From an optimization exercise on the open Yosys and OpenROAD flow, aimed at small area, a short achievable clock period and few clock cycles; shortcuts taken in it are not production practice. In this exercise RTL edits were held to simulation tests only and were not proved equivalent to the original. Power figures rest on the tool's default switching activity, not on a simulated workload.

### flow/run.sh
#!/bin/bash
# synth_recipe.tcl (not shown) runs the flow's synth.tcl, then flattens the netlist and writes it again
# the make line also repeats each setting of config.mk as NAME=value (left out here)
make -C /OpenROAD-flow-scripts/flow DESIGN_CONFIG=/design/flow/config.mk WORK_HOME=/design/flow/orfs CLKGATE_MAP_FILE= SYNTH_SCRIPT=/design/flow/synth_recipe.tcl finish
### flow/config.mk
export PLATFORM = sky130hd
export DESIGN_NAME = counter_rtc
export DESIGN_NICKNAME = counter_rtc
export VERILOG_FILES = /design/flow/design.v
export SDC_FILE = /design/flow/constraint.sdc
export NUM_CORES = 4
export LEC_CHECK = 0
export CAP_MARGIN = 20
export CORE_MARGIN = 2
export CORE_UTILIZATION = 40
export SLEW_MARGIN = 20
### flow/constraint.sdc
create_clock -name core_clock -period 12.0 [get_ports {clk}]
set_input_delay 2.4000 -clock core_clock [delete_from_list [all_inputs] [get_ports {clk}]]
set_output_delay 2.4000 -clock core_clock [all_outputs]
set_load 0.01 [all_outputs]
### flow/design.v
module counter_rtc (
    input  wire        clk,
    input  wire        rst,
    input  wire        in_valid,
    output wire        in_ready,
    input  wire        in_tick,
    input  wire [31:0] in_w0,
    input  wire [31:0] in_w1,
    input  wire [31:0] in_w2,
    input  wire [31:0] in_w3,
    input  wire [31:0] in_w4,
    output wire        out_valid,
    output wire        out_event,
    output wire [31:0] out_w0,
    output wire [31:0] out_w1,
    output wire [31:0] out_w2,
    output wire [31:0] out_w3,
    output wire [31:0] out_w4
);
    localparam [2:0] C_OK       = 3'd0;
    localparam [2:0] C_CONFIG   = 3'd1;
    localparam [2:0] C_INDEX    = 3'd2;
    localparam [2:0] C_NULLCB   = 3'd3;
    localparam [2:0] C_ILLEGAL  = 3'd4;
    localparam [2:0] C_NOTBEGUN = 3'd5;
    reg        begun;
    reg [3:0]  freq_log2;
    reg [45:0] tv;             
    reg [45:0] tv_d;           
    reg [1:0][22:0] ocr;       
    reg [1:0]       ie;
    reg [1:0][45:0] a_tgt;
    reg [1:0][31:0] a_cb, a_ctx;
    reg [1:0]       a_active;
    reg [1:0]       a_zero;    
    reg        p_fire1;        
    reg        p_late1;
    reg        p_eval;         
    reg        p_resp;         
    reg        o_valid;
    reg        o_event;
    reg        o_b0;           
    reg        o_b1;           
    reg [2:0]  o_code;
    reg        o_late;
    reg        o_k;            
    reg        o_time;         
    reg        o_tgt;          
    reg        o_cbx;          
    wire busy = p_fire1 | p_eval | p_resp;
    assign in_ready = !busy;
    wire acc = in_valid && !busy;
    wire [14:0] lm;
    genvar gi;
    generate
        for (gi = 0; gi < 15; gi = gi + 1) begin : g_lm
            assign lm[gi] = ({1'b0, freq_log2} + gi) < 5'd15;
        end
    endgenerate
    wire [22:0] bm    = {lm, 8'hFF};
    wire [45:0] lmx   = {31'd0, lm};
    wire [45:0] bmx   = {23'd0, bm};
    wire [22:0] cmask = bm & ~{8'd0, lm};    
    wire [7:0] op   = in_w0[7:0];
    wire [7:0] kf   = in_w0[15:8];
    wire       k    = kf[0];
    wire       k_ok = (kf[7:1] == 7'd0);
    reg legal;
    always @(*) begin
        case (op)
            8'h01:                      legal = (in_w0[31:25] == 7'd0) && (kf == 8'd0);
            8'h02, 8'h03, 8'h04, 8'h0A: legal = (in_w0[31:8] == 24'd0);
            8'h05, 8'h06, 8'h07, 8'h08,
            8'h09:                      legal = (in_w0[31:16] == 16'd0);
            default:                    legal = 1'b0;
        endcase
    end
    wire freq_ok = (in_w1[31:16] == 16'd0) && (in_w1[15:0] != 16'd0) &&
                   ((in_w1[15:0] & (in_w1[15:0] - 16'd1)) == 16'd0);
    reg [3:0] freq_n;
    integer i;
    always @(*) begin
        freq_n = 4'd0;
        for (i = 0; i < 16; i = i + 1)
            if (in_w1[i]) freq_n = freq_n | i[3:0];
    end
    wire [30:0] t_s = in_w1[30:0] + {{14{in_w2[31]}}, in_w2[31:15]};
    wire [45:0] tt  = {t_s, in_w2[14:0]};
    wire [45:0] dt       = tv ^ tt;
    wire        t_gt     = tv < tt;                         
    wire        t_blk_eq = ((dt & ~bmx) == 46'd0);          
    wire        t_tck_eq = ((dt & ~lmx) == 46'd0);          
    wire        t_arm    = t_blk_eq && !t_tck_eq && t_gt;   
    wire [1:0] a_gt, a_blk_eq, a_cmpnz;
    generate
        for (gi = 0; gi < 2; gi = gi + 1) begin : g_al
            assign a_gt[gi]     = tv < a_tgt[gi];
            assign a_blk_eq[gi] = (((tv ^ a_tgt[gi]) & ~bmx) == 46'd0);
            assign a_cmpnz[gi]  = ((a_tgt[gi][22:0] & cmask) != 23'd0);
        end
    endgenerate
    wire [45:0] tv_inc = (tv | lmx) + 46'd1;
    wire        ovf    = ((tv[22:0] | ~cmask) == 23'h7FFFFF);
    wire [1:0]  match;
    assign match[0] = (((tv_inc[22:0] ^ ocr[0]) & cmask) == 23'd0);
    assign match[1] = (((tv_inc[22:0] ^ ocr[1]) & cmask) == 23'd0);
    wire [1:0]  cfire = match & ie & a_active;
    wire [1:0] e_arm, e_fire, e_late;
    generate
        for (gi = 0; gi < 2; gi = gi + 1) begin : g_ev
            assign e_arm[gi]  = a_active[gi] && a_blk_eq[gi] && a_cmpnz[gi];
            assign e_fire[gi] = a_active[gi] && (a_blk_eq[gi] ? !a_cmpnz[gi] : !a_gt[gi]);
            assign e_late[gi] = !a_blk_eq[gi];
        end
    endgenerate
    wire [45:0] sel_tgt = o_k ? a_tgt[1] : a_tgt[0];
    wire [31:0] sel_cb  = o_k ? a_cb[1]  : a_cb[0];
    wire [31:0] sel_ctx = o_k ? a_ctx[1] : a_ctx[0];
    assign out_valid = o_valid;
    assign out_event = o_event;
    assign out_w0 = {23'd0, o_late, 1'b0, o_code, 2'b00, o_b1, o_b0};
    assign out_w1 = ({32{o_time}}  & {1'b0, tv_d[45:15]})
                  | ({32{o_tgt}}   & {1'b0, sel_tgt[45:15]})
                  | ({32{o_event}} & sel_cb);
    assign out_w2 = ({32{o_time}}  & {17'd0, tv_d[14:0]})
                  | ({32{o_tgt}}   & {17'd0, sel_tgt[14:0]})
                  | ({32{o_event}} & sel_ctx);
    assign out_w3 = {32{o_cbx}} & sel_cb;
    assign out_w4 = {32{o_cbx}} & sel_ctx;
    always @(posedge clk) begin
        tv_d <= tv;
    end
    always @(posedge clk) begin
        o_valid <= 1'b0;
        o_event <= 1'b0;
        o_b0    <= 1'b0;
        o_b1    <= 1'b0;
        o_code  <= C_OK;
        o_late  <= 1'b0;
        o_time  <= 1'b0;
        o_tgt   <= 1'b0;
        o_cbx   <= 1'b0;
        if (p_fire1) begin
            p_fire1 <= 1'b0;
    begin 
        o_valid <= 1'b1; o_event <= 1'b1; 
        o_b0 <= (1'b1); o_late <= (p_late1); o_k <= (1'b1); 
    end
        end else if (p_eval) begin
            p_eval <= 1'b0;
            if (e_arm[0]) begin
                ocr[0] <= a_tgt[0][22:0];
                ie[0]  <= 1'b1;
            end
            if (e_arm[1]) begin
                ocr[1] <= a_tgt[1][22:0];
                ie[1]  <= 1'b1;
            end
            if (e_fire[0]) begin
                ie[0]       <= 1'b0;
                a_active[0] <= 1'b0;
            end
            if (e_fire[1]) begin
                ie[1]       <= 1'b0;
                a_active[1] <= 1'b0;
            end
            if (e_fire[0])
    begin 
        o_valid <= 1'b1; o_event <= 1'b1; 
        o_b0 <= (1'b0); o_late <= (e_late[0]); o_k <= (1'b0); 
    end
            else if (e_fire[1])
    begin 
        o_valid <= 1'b1; o_event <= 1'b1; 
        o_b0 <= (1'b1); o_late <= (e_late[1]); o_k <= (1'b1); 
    end
            p_fire1 <= e_fire[0] && e_fire[1];
            p_late1 <= e_late[1];
        end else if (p_resp) begin
            p_resp <= 1'b0;
    begin 
        o_valid <= 1'b1; o_event <= 1'b0; 
        o_b0 <= (1'b1); o_b1 <= (1'b0); o_code <= (C_OK); 
    end
        end else if (acc && in_tick) begin
            if (begun) begin
                tv <= tv_inc;
                if (match[0] && ie[0]) ie[0] <= 1'b0;
                if (match[1] && ie[1]) ie[1] <= 1'b0;
                if (cfire[0]) a_active[0] <= 1'b0;
                if (cfire[1]) a_active[1] <= 1'b0;
                if (cfire[0])
    begin 
        o_valid <= 1'b1; o_event <= 1'b1; 
        o_b0 <= (1'b0); o_late <= (1'b0); o_k <= (1'b0); 
    end
                else if (cfire[1])
    begin 
        o_valid <= 1'b1; o_event <= 1'b1; 
        o_b0 <= (1'b1); o_late <= (1'b0); o_k <= (1'b1); 
    end
                p_fire1 <= cfire[0] && cfire[1];
                p_late1 <= 1'b0;
                p_eval  <= ovf;
            end
        end else if (acc) begin
            o_k <= k;
            if (!legal || op == 8'h0A) begin
    begin 
        o_valid <= 1'b1; o_event <= 1'b0; 
        o_b0 <= (1'b0); o_b1 <= (1'b0); o_code <= (C_ILLEGAL); 
    end
            end else if (op == 8'h01) begin
                if (!freq_ok) begin
    begin 
        o_valid <= 1'b1; o_event <= 1'b0; 
        o_b0 <= (1'b0); o_b1 <= (1'b0); o_code <= (C_CONFIG); 
    end
                end else begin
                    freq_log2 <= freq_n;
                    tv        <= 46'd0;
                    ie        <= 2'b00;
                    a_active  <= 2'b00;
                    a_zero    <= 2'b11;
                    begun     <= 1'b1;
    begin 
        o_valid <= 1'b1; o_event <= 1'b0; 
        o_b0 <= (1'b1); o_b1 <= (1'b0); o_code <= (C_OK); 
    end
                end
            end else if (!begun) begin
    begin 
        o_valid <= 1'b1; o_event <= 1'b0; 
        o_b0 <= (1'b0); o_b1 <= (1'b0); o_code <= (C_NOTBEGUN); 
    end
            end else begin
                case (op)
                8'h02: begin  
    begin 
        o_valid <= 1'b1; o_event <= 1'b0; 
        o_b0 <= (1'b1); o_b1 <= (1'b0); o_code <= (C_OK); 
    end
                    o_time <= 1'b1;
                end
                8'h03, 8'h04: begin  
                    tv <= tt & ~lmx;
    begin 
        o_valid <= 1'b1; o_event <= 1'b0; 
        o_b0 <= (1'b1); o_b1 <= (1'b0); o_code <= (C_OK); 
    end
                    o_time <= op[2];
                end
                default: begin  
                    if (!k_ok) begin
    begin 
        o_valid <= 1'b1; o_event <= 1'b0; 
        o_b0 <= (1'b0); o_b1 <= (1'b0); o_code <= (C_INDEX); 
    end
                    end else begin
                        case (op)
                        8'h05:  
    begin 
        o_valid <= 1'b1; o_event <= 1'b0; 
        o_b0 <= (a_active[k]); o_b1 <= (1'b0); o_code <= (C_OK); 
    end
                        8'h06:  
    begin 
        o_valid <= 1'b1; o_event <= 1'b0; 
        o_b0 <= (a_active[k] && !a_gt[k]); o_b1 <= (1'b0); o_code <= (C_OK); 
    end
                        8'h07: begin  
    begin 
        o_valid <= 1'b1; o_event <= 1'b0; 
        o_b0 <= (1'b1); o_b1 <= (a_active[k]); o_code <= (C_OK); 
    end
                            o_tgt <= !a_zero[k];
                            o_cbx <= !a_zero[k];
                        end
                        8'h09: begin  
                            ie[k]       <= 1'b0;
                            a_active[k] <= 1'b0;
                            a_zero[k]   <= 1'b1;
    begin 
        o_valid <= 1'b1; o_event <= 1'b0; 
        o_b0 <= (1'b1); o_b1 <= (1'b0); o_code <= (C_OK); 
    end
                        end
                        default: begin  
                            if (in_w3 == 32'd0) begin
                                ie[k]       <= 1'b0;
                                a_active[k] <= 1'b0;
                                a_zero[k]   <= 1'b1;
    begin 
        o_valid <= 1'b1; o_event <= 1'b0; 
        o_b0 <= (1'b0); o_b1 <= (1'b0); o_code <= (C_NULLCB); 
    end
                            end else begin
                                a_tgt[k]  <= tt;
                                a_cb[k]   <= in_w3;
                                a_ctx[k]  <= in_w4;
                                a_zero[k] <= 1'b0;
                                if (t_arm) begin
                                    a_active[k] <= 1'b1;
                                    ocr[k]      <= tt[22:0];
                                    ie[k]       <= 1'b1;
    begin 
        o_valid <= 1'b1; o_event <= 1'b0; 
        o_b0 <= (1'b1); o_b1 <= (1'b0); o_code <= (C_OK); 
    end
                                end else if (t_gt) begin
                                    a_active[k] <= 1'b1;
    begin 
        o_valid <= 1'b1; o_event <= 1'b0; 
        o_b0 <= (1'b1); o_b1 <= (1'b0); o_code <= (C_OK); 
    end
                                end else begin
                                    a_active[k] <= 1'b0;
                                    ie[k]       <= 1'b0;
    begin 
        o_valid <= 1'b1; o_event <= 1'b1; 
        o_b0 <= (k); o_late <= (1'b1); o_k <= (k); 
    end
                                    p_resp <= 1'b1;
                                end
                            end
                        end
                        endcase
                    end
                end
                endcase
            end
        end
        if (rst) begin
            begun   <= 1'b0;
            p_fire1 <= 1'b0;
            p_eval  <= 1'b0;
            p_resp  <= 1'b0;
            o_valid <= 1'b0;
        end
    end
endmodule
==> results.json <==
{
  "cp.arrival_ns": 9.32,
  "die_x_um": 255,
  "maxCapViolCount": 0,
  "worst_slack_ns": 2.97,
  "drt-pass1-iter-count": 8,
  "vias_per_cell": 5.95,
  "synth_commonest_cells": "edfxtp_1 (323), inv_1 (211), nand2_1 (195)",
  "p_int_mw": 2.46,
  "worstPathMaxFanout": 15,
  "finalWirelength_mm": 97.1,
  "finalSetupViolCount": 0,
  "synth_most_common_cell": "edfxtp_1",
  "place_ws_ns": 2.56,
  "power.leakage_nw": 11.8,
  "tns_ns": 0,
  "reg2reg_depth": 12,
  "worst-r2r-setup-slack_ns": 5.75,
  "post_drt_wl_per_cell_um": 26.1,
  "antenna_found_initial": 3,
  "area_growth_pct": 21.2,
  "ys_types": 108,
  "grt_overflow_total": 0,
  "avgSynthCellArea_um2": 9.85,
  "hold_class": "reg -> reg",
  "post_cts_buffers": 0,
  "r2r_end": "a_active[0]",
  "htree_levels": 2,
  "startpoint": "in_w1[0]",
  "core_region_area_um2": 62700,
  "post_cts_resized": 0,
  "status": "complete, no violations",
  "clk_path_buf_depth": 3,
  "grt_max_degree": 111,
  "finalPower_mw": 3.37,
  "r2r-start": "freq_log2[2]",
  "period_needed_ns": 9.03,
  "ant_nets": 0,
  "min_period_over_period_pct": 75.3,
  "hold_viol_final": 0,
  "p_sw_uw": 913,
  "critPathSlowestCell": "or4b_2",
  "cts.sinks": 384,
  "fmax_mhz": 111,
  "synth-seq-area-share_pct": 43.2,
  "p_seq_share_pct": 44.6,
  "critPathCaptureType": "register",
  "switching_share_pct": 27.1,
  "drt_drc_violations_left": 0,
  "worstSetupPathDepth": 23,
  "ctsHoldBuffers": 0,
  "cts_root_buf": "clkbuf_16",
  "dp_hpwl_mm": 73.8,
  "syn_inst": 2566,
  "critPathTopFamily": "compound AO/OA/AOI/OAI gates",
  "crit_chain": "clkdlybuf4s50_1, ha_1, fa_1, a211o_1, a21o_1, a21oi_1, o2111a_1, nor2_1, o31a_1, or4b_2, a31o_2, a21oi_1, xnor2_1, ha_1, nand2_1, nor4_1, nand2_1, nor2_1, o311ai_0, nor4_1, nand3_1, o22ai_2, buf_6",
  "cts_buffers": 46,
  "seq_area_um2": 10900,
  "slowest_delay_ns": 0.63,
  "rsz0062_at_grt": "no",
  "grt_first_pass_wirelength_mm": 144,
  "rows": 92,
  "drt_iter0_drc": 2001,
  "fin_nets": 3183,
  "fill_cells": 5880,
  "cts_tree": "yes",
  "vias": 22194,
  "synth_top_area_cell": "edfxtp_1",
  "multi_input_area_um2": 13000,
  "yosys_warnings": 1,
  "clock_latency_ns": 0.60,
  "combinationalPowerShare_pct": 14.8,
  "power.density_nw_per_um2": 110,
  "synth_area_leaders": "edfxtp_1 (38%), ha_1 (8.7%), dfxtp_1 (4.8%)",
  "place_congestion": 0.997,
  "cts.clk_slew.worst_paths_ns": 0.06,
  "synth_top_area_share_pct": 38.4,
  "synth_edf_count": 323,
  "initial_utilization_pct": 40.3,
  "portBuffers": 300,
  "final_max_slew_viol_count": 0,
  "synth_ff_type": "edfxtp_1",
  "async_flop_share_pct": 0,
  "netlist_area_um2": 25300,
  "crit_buf_inv": 2,
  "ir_drop_v": 0.000113,
  "cp.required_ns": 12.29,
  "slew_headroom_pct": 19.7,
  "layout-drive-gt1-share_pct": 6.22,
  "grt_pass1_vias": 22066,
  "fin_skew_ns": 0.0160,
  "synth_seq_cells": 384,
  "cp-start-kind": "input port",
  "track_usage_pct": 29.1,
  "io-pin-count": 327,
  "die_area_um2": 65200,
  "critPathKind": "in -> reg",
  "fp.dieH_um": 255,
  "pwr-share-clk_pct": 40.6,
  "worst_slew_pin_slew_ns": 1.19
}
==> cells in the final DEF (no fill, tap or decap), drive strengths merged, types with 32 or more instances in the layout <==
cell | Yosys | routed
ha | 175 | 175
xor2 | 46 | 46
nor3 | 50 | 50
nor2b | 144 | 144
edfxtp | 323 | 323
a21o | 36 | 36
xnor2 | 58 | 58
a211oi | 32 | 32
clkbuf | 83 | 70
a221oi | 53 | 53
nand4 | 44 | 44
a21oi | 98 | 98
nand3 | 59 | 59
o31ai | 37 | 37
mux2i | 71 | 71
buf | 58 | 46
o21ai | 141 | 141
nor2 | 165 | 165
clkdlybuf4s50 | 0 | 299
o22ai | 53 | 53
dfxtp | 61 | 61
nor4 | 47 | 47
nand2 | 197 | 197
inv | 211 | 212
==> layer usage <==
metal	up-vias	routed length (µm)	track usage [%]
met1	10960	37600	35.4
met5	-	13	0
met4	2	4350	12.1
li1	10068	-	-
met3	234	6160	4.29
met2	930	49000	51.2
==> power by group through the flow <==
| stage | sequential (mW) | clock [mW] | combinational, mW |
|---|---|---|---|
| after detailed placement | 1.53 | 0 | 0.493 |
| after floorplan | 1.51 | 0 | 0.309 |
| after global routing | 1.50 | 1.44 | 0.545 |
| after global placement | 1.53 | 0 | 0.483 |
| after CTS | 1.50 | 1.39 | 0.496 |
| final | 1.50 | 1.37 | 0.500 |
==> metrics by stage <==
| stage | util, % | std cells | area, µm² | hold slack, ns |
|---|---|---|---|---|
| after floorplan | - | 2591 | 25400 | 0.346 |
| after global placement | 46.4 | 3639 | 29100 | 0.531 |
| after detailed placement | 46.4 | 3640 | 29100 | 0.540 |
| after CTS | 48.8 | 3725 | 30600 | 0.552 |
| after global routing | 48.8 | 3726 | 30600 | 0.569 |
| final | 48.8 | 3727 | 30600 | 0.563 |
==> worst min-delay path by stage <==
stage | start | end | slack [ns] | cells after the start
finish | tv[28] | tv_d[28] | 0.56 | 1
global placement | a_zero[1] | o_cbx | 0.53 | 1
CTS | tv[29] | tv_d[29] | 0.55 | 1
detailed placement | tv[29] | tv_d[29] | 0.54 | 1
global route | tv[29] | tv_d[29] | 0.57 | 1
floorplan | tv[0] | tv_d[0] | 0.35 | 0
==> worst reg2reg max path, delay by kind of cell (launching register included) <==
kind	cells	cell delay, ns
buffers and inverters	1	0.22
AND/OR/NAND/NOR	5	2.28
flip-flops	1	0.82
AO/OA/AOI/OAI	5	2.33
adder cells (fa/ha/maj)	1	0.31
==> cells by family (layout without fill, tap and decap cells) <==
kind of cell	after synthesis	count (layout)	synth area share [%]
simple gates	843	843	17.9
compound gates	623	623	16.9
flops	384	384	43.2
buf+inv	353	642	5.94
fa+ha+maj	176	176	8.75
xor+xnor	111	111	4.23
mux	75	75	3.01
other cells	1	27	0.0148
==> area by class of cell <==
| cell class | count | share of cell area [%] |
|---|---|---|
| clock inverters | 15 | 0.515 |
| multi-input cells | 1854 | 42.5 |
| diodes | 1 | 0.00817 |
| repair buffers | 345 | 11.0 |
| well taps | 846 | 3.46 |
| inverters | 212 | 2.60 |
| clock buffers | 70 | 4.29 |
| flip-flops and latches | 384 | 35.7 |
Testbench counts, summed over its fixed seeds: cycles 16,381.

## port drivers added, routing unchanged
In the flow no input, the clock included, has a driving cell. The finished layout below was timed again as built, in two steps. Step 1 (the two cells are an assumption about what drives the block):
set clk [get_ports {clk}]
set_driving_cell -lib_cell sky130_fd_sc_hd__clkbuf_16 $clk
set_driving_cell -lib_cell sky130_fd_sc_hd__buf_2 [delete_from_list [all_inputs] $clk]
Step 2 adds t to the input delays and takes it off the output delays; t is the mean of the earliest and latest rising clock arrival at the registers after step 1. Input paths then give back, and output paths get back, about the clock's delay inside the block. Three values: ideal, step 1, step 2; two values: the first two.
t, ns: 0.651
setup WS [ns]: 2.969 / 3.005 / 2.354
worst data-port slew with drivers (ns): 0.09
After both steps setup and hold are still met in this run. For this run, drivers alone change the setup slack by +0.036 ns; drivers and shift together by -0.615 ns.
